This design comes from an exercise in tuning for small area, a short achievable clock period and few clock cycles per item on the open sky130 flow, not from production work.
Where RTL was checked, it was by simulation tests only, not by an equivalence proof against the original.

==> flow/design.v (excerpt) <==
module armax_decrypt (
    input  wire        clk,
    input  wire        rst,
    input  wire        in_valid,
    output wire        in_ready,
    input  wire [31:0] in_addr,
    input  wire [31:0] in_val,
    output wire        out_valid,
    input  wire        out_ready,
    output wire [31:0] out_addr,
    output wire [31:0] out_val
);
Settings: LEC_CHECK=0, CAP_MARGIN=20, CORE_MARGIN=2, CORE_UTILIZATION=78, CTS_BUF_LIST=sky130_fd_sc_hd__clkbuf_8, PLACE_DENSITY=0.86, SLEW_MARGIN=20; clock period 10.0 ns.
standard.sh (not shown) runs the stock make flow with config.mk's settings and CLKGATE_MAP_FILE= SYNTH_SCRIPT=/design/flow/synth_recipe.tcl, a recipe that flattens the netlist after the stock synthesis.
==> flow/flow/run.sh <==
#!/bin/bash
# Own layout flow: the standard ORFS flow (standard.sh), except that
#  - synthesis maps the logic with flow/abc_map.script instead of ORFS's
#    abc_speed/abc_area script, and extracts no half/full adders
#    (ADDER_MAP_FILE empty); registers, their names and cell types are those
#    of the standard synthesis;
#  - repair_timing aims for 6.7 ns of setup slack (SETUP_SLACK_MARGIN),
#    so that it sizes the gates of the longest paths;
#  - the port buffers are sky130_fd_sc_hd__buf_2 (ORFS otherwise picks a
#    delay buffer, clkdlybuf4s50_1).
# Each step's full log is in orfs/logs/; make's output is in synth.log and
# layout.log here.
set -euo pipefail
here=$(pwd)
export MY_ABC_SCRIPT="$here/flow/abc_map.script"
extra="SYNTH_SCRIPT=$here/flow/my_synth.tcl ADDER_MAP_FILE= 'BUFFER_PORTS_ARGS=-buffer_cell sky130_fd_sc_hd__buf_2' SETUP_SLACK_MARGIN=6.7"
sed -e "s#SYNTH_SCRIPT=[^ ]*#$extra#" standard.sh > own_standard.sh
grep -q "my_synth.tcl ADDER_MAP_FILE=" own_standard.sh
bash own_standard.sh synth > synth.log 2>&1
bash own_standard.sh finish > layout.log 2>&1
test -s out/final.def
==> flow/flow/abc_map.script <==
strash
&get -n
&fraig -x
&put
dc2
strash
&get -n
&dch -f
&nf -R 1000
&put
buffer -c
topo
stime -c
upsize -c
dnsize -c
==> flow/flow/my_synth.tcl <==
proc synth {args} { yosys synth -nofsm -noshare {*}$args }
# Technology mapping with this flow's own ABC script (flow/abc_map.script)
# in place of ORFS's abc_area/abc_speed scripts.
if {[info exists ::env(MY_ABC_SCRIPT)] && $::env(MY_ABC_SCRIPT) ne ""} {
  proc abc {args} {
    set i [lsearch -exact $args -script]
    if {$i >= 0} { lset args [expr {$i + 1}] $::env(MY_ABC_SCRIPT) }
    puts "abc with script $::env(MY_ABC_SCRIPT)"
    yosys abc {*}$args
  }
}
source $::env(SCRIPTS_DIR)/synth.tcl
# left out here: clear keep_hierarchy, flatten, clean up, hide names made inside functions, write 1_2_yosys.v
The baseline went through all stages and came out clean.
Testbench counts at the start, summed over its fixed seeds: cycles 3,336, items 3,200.
Edit:
--- a/flow/flow/run.sh
+++ b/flow/flow/run.sh
@@ -7,2 +6,0 @@
-#  - repair_timing aims for 6.7 ns of setup slack (SETUP_SLACK_MARGIN),
-#    so that it sizes the gates of the longest paths;
@@ -16 +14 @@
-extra="SYNTH_SCRIPT=$here/flow/my_synth.tcl ADDER_MAP_FILE= 'BUFFER_PORTS_ARGS=-buffer_cell sky130_fd_sc_hd__buf_2' SETUP_SLACK_MARGIN=6.7"
+extra="SYNTH_SCRIPT=$here/flow/my_synth.tcl ADDER_MAP_FILE= 'BUFFER_PORTS_ARGS=-buffer_cell sky130_fd_sc_hd__buf_2'"
Settings changed: CORE_UTILIZATION 78 to 40, CTS_BUF_LIST sky130_fd_sc_hd__clkbuf_8 to not set, PLACE_DENSITY 0.86 to 0.6.
Routed wire length climbs by a few percent.
Sequential cell count stays the same.
Via count drops by a little under a tenth.
Clock skew climbs by 0.028 ns.
Synthesized area is unchanged.
Setup slack degrades by 0.061 ns.
Count of clock-buffer cells in the layout drops by 41.
Final area climbs slightly.
Edit:
--- a/flow/flow/run.sh
+++ b/flow/flow/run.sh
@@ -6,0 +7,2 @@
+#  - repair_timing aims for 6.7 ns of setup slack (SETUP_SLACK_MARGIN),
+#    so that it sizes the gates of the longest paths;
@@ -14 +16 @@
-extra="SYNTH_SCRIPT=$here/flow/my_synth.tcl ADDER_MAP_FILE= 'BUFFER_PORTS_ARGS=-buffer_cell sky130_fd_sc_hd__buf_2'"
+extra="SYNTH_SCRIPT=$here/flow/my_synth.tcl ADDER_MAP_FILE= 'BUFFER_PORTS_ARGS=-buffer_cell sky130_fd_sc_hd__buf_2' SETUP_SLACK_MARGIN=6.7"
Settings changed: CORE_UTILIZATION 40 to 78, PLACE_DENSITY 0.6 to 0.86.
Result:
- The new run completed without violations
- core utilization climbs by 40 points
- routed wire length came out lower by a few percent
Edit:
--- a/flow/flow/run.sh
+++ b/flow/flow/run.sh
@@ -4 +4,2 @@
-#    abc_speed/abc_area script, and extracts no half/full adders
+#    abc_speed/abc_area script (delay-oriented &nf mapping, no ABC buffering
+#    or sizing; OpenROAD sizes the gates later), and extracts no half/full adders
==> flow/flow/abc_map.script (replaced) <==
strash
&get -n
&fraig -x
&put
dc2
strash
&get -n
&dch -f
&nf -D 1000
&put
Result:
- global-route usage climbs by 1.6 points
- sequential cell count is unchanged
- final cell count goes down by 1.7%
- final area barely changes
- setup slack improved by 0.037 ns
- synthesized cell count goes down by 7.4%
- wire length came out lower by about 0.7%
- via count stays flat
- sequential share of layout area stays flat
- area after synthesis fell by 2.7%

== JK ==
armax_decrypt, a different RTL version from the one above (not shown whole).
Size: ~11,000 cells after synthesis, about 1,200 flip-flops, about 90,000 µm² of cells after synthesis.
==> flow/design.v (excerpt) <==
module armax_decrypt (
    input  wire        clk,
    input  wire        rst,
    input  wire        in_valid,
    output wire        in_ready,
    input  wire [31:0] in_addr,
    input  wire [31:0] in_val,
    output wire        out_valid,
    input  wire        out_ready,
    output wire [31:0] out_addr,
    output wire [31:0] out_val
);
export LEC_CHECK = 0
export CAP_MARGIN = 20
export CORE_MARGIN = 2
export CORE_UTILIZATION = 40
export PLACE_DENSITY = 0.6
export SLEW_MARGIN = 20
create_clock -name core_clock -period 10.0 [get_ports {clk}]
==> flow/flow/run.sh <==
#!/bin/bash
# Own layout flow: the standard ORFS flow, except that synthesis maps
# the logic with flow/abc_map.script (instead of ORFS's abc_speed/abc_area
# script) and does not extract half/full adders (ADDER_MAP_FILE empty).
# Registers, their names and cell types are as in the standard synthesis.
set -euo pipefail
here=$(pwd)
export MY_ABC_SCRIPT="$here/flow/abc_map.script"
sed -e "s#SYNTH_SCRIPT=[^ ]*#SYNTH_SCRIPT=$here/flow/my_synth.tcl ADDER_MAP_FILE=#" standard.sh > own_standard.sh
grep -q "my_synth.tcl ADDER_MAP_FILE=" own_standard.sh
bash own_standard.sh synth > synth.log 2>&1
bash own_standard.sh finish > layout.log 2>&1
test -s out/final.def
==> flow/flow/abc_map.script <==
strash
&get -n
&fraig -x
&put
dc2
strash
&get -n
&dch -f
&nf -R 1000
&put
buffer -c
topo
stime -c
upsize -c
dnsize -c
Scripts as last shown in full above: flow/flow/my_synth.tcl
## Diff of input files: MS against JK
-- flow/flow/run.sh --
<<< JK, line 8
export MY_ABC_SCRIPT="$here/flow/abc_map.script"
>>> MS, line 8
export MY_ABC_SCRIPT=
removed: flow/flow/abc_map.script
==> run summary <==
MS: all stages complete, timing, DRC and antenna checks passed
The final layout from JK, which completed every stage, passed the timing, DRC and antenna checks at the end of the flow.
From MS to JK, combined flip-flop and latch cell area did not move at all.
MS ended up with more standard cells than JK.
In the reports for MS and JK, the smaller final worst-path cycle share belongs to JK.
Non-clock buffering overhead in the final layout was higher in MS than in JK.
Weighted congestion at the end of routability-driven global placement: higher on JK
MS — number of diodes added for antenna fixing 2 higher, JK as reference
[MS vs JK] multi-input logic portion of the cell area: higher in MS
No run of this note included a check of the RTL's function; only the layout flow was run.

RTL: one of the versions met above, not the one the previous note started from.
Size in the first run: roughly 1200 flip-flops.
Settings: LEC_CHECK=0, CAP_MARGIN=20, CORE_MARGIN=2, CORE_UTILIZATION=65, PLACE_DENSITY=0.75, SLEW_MARGIN=20; clock period 10.0 ns.
==> flow/flow/run.sh <==
#!/bin/bash
# Own layout flow: the standard ORFS flow (standard.sh), except that
#  - synthesis maps the logic with flow/abc_map.script instead of ORFS's
#    abc_speed/abc_area script, and extracts no half/full adders
#    (ADDER_MAP_FILE empty); registers, their names and cell types are those
#    of the standard synthesis;
#  - the port buffers are sky130_fd_sc_hd__buf_2 (ORFS otherwise picks a
#    delay buffer, clkdlybuf4s50_1).
# Each step's full log is in orfs/logs/; make's output is in synth.log and
# layout.log here.
set -euo pipefail
here=$(pwd)
export MY_ABC_SCRIPT="$here/flow/abc_map.script"
extra="SYNTH_SCRIPT=$here/flow/my_synth.tcl ADDER_MAP_FILE= 'BUFFER_PORTS_ARGS=-buffer_cell sky130_fd_sc_hd__buf_2'"
sed -e "s#SYNTH_SCRIPT=[^ ]*#$extra#" standard.sh > own_standard.sh
grep -q "my_synth.tcl ADDER_MAP_FILE=" own_standard.sh
bash own_standard.sh synth > synth.log 2>&1
bash own_standard.sh finish > layout.log 2>&1
test -s out/final.def
==> flow/flow/abc_map.script <==
strash
&get -n
&fraig -x
&put
dc2
strash
&get -n
&dch -f
&nf -R 1000
&put
buffer -c
topo
stime -c
upsize -c
dnsize -c
Scripts as last shown in full above: flow/flow/my_synth.tcl
The first run passed the timing, DRC and antenna checks.
Testbench counts at the start, summed over its fixed seeds: cycles 3,336, items 3,200.
==> next run, changes <==
--- a/flow/flow/run.sh
+++ b/flow/flow/run.sh
@@ -6,2 +6,4 @@
 #    of the standard synthesis;
+#  - repair_timing aims for 6.7 ns of setup slack (SETUP_SLACK_MARGIN),
+#    so that it sizes the gates of the longest paths;
 #  - the port buffers are sky130_fd_sc_hd__buf_2 (ORFS otherwise picks a
@@ -13,3 +15,3 @@
 export MY_ABC_SCRIPT="$here/flow/abc_map.script"
-extra="SYNTH_SCRIPT=$here/flow/my_synth.tcl ADDER_MAP_FILE= 'BUFFER_PORTS_ARGS=-buffer_cell sky130_fd_sc_hd__buf_2'"
+extra="SYNTH_SCRIPT=$here/flow/my_synth.tcl ADDER_MAP_FILE= 'BUFFER_PORTS_ARGS=-buffer_cell sky130_fd_sc_hd__buf_2' SETUP_SLACK_MARGIN=6.7"
 sed -e "s#SYNTH_SCRIPT=[^ ]*#$extra#" standard.sh > own_standard.sh
The new run completed with no timing, DRC or antenna violations. Maximum frequency went down by about 0.64%. Critical path depth is unchanged. Flip-flop and latch count does not change. Global-route usage went down by 0.21 points. Setup slack is worse by 0.022 ns.

separate check: timing with driven ports:
In the flow no input, the clock included, has a driving cell. The finished layouts below were timed again as built, in two steps. Step 1 sets driving cells, clkbuf_16 on the clock port and buf_2 on the other inputs (assumed; they add their load-dependent delay and slew). Step 2 also shifts input and output timing later by t, the mid clock arrival at the registers, as if the neighbouring blocks saw the same clock. Three values: ideal, step 1, step 2; two values: the first two.
| run | t, ns | setup WS [ns] | worst data-port slew with drivers (ns) |
|---|---|---|---|
| the first run of note 1 | 0.984 | 6.459 / 6.379 / 6.389 | 0.05 |
| the second run of note 1 | 0.895 | 6.399 / 6.309 / 6.344 | 0.04 |
| the third run of note 1 | 0.829 | 6.613 / 6.525 / 6.405 | 0.07 |
| the fourth run of note 1 | 0.843 | 6.649 / 6.570 / 6.445 | 0.06 |
| JK | 0.895 | 5.431 / 5.344 / 6.039 | 0.06 |
| MS | 0.917 | 5.023 / 4.931 / 5.291 | 0.07 |
| the first run of note 3 | 0.853 | 6.565 / 6.474 / 6.563 | 0.07 |
| the second run of note 3 | 0.861 | 6.543 / 6.457 / 6.360 | 0.10 |
After both steps setup and hold are still met in every run listed. The setup slack of the third run of note 1, which loses most, moves by -0.088 ns with the drivers and by -0.208 ns with both steps.
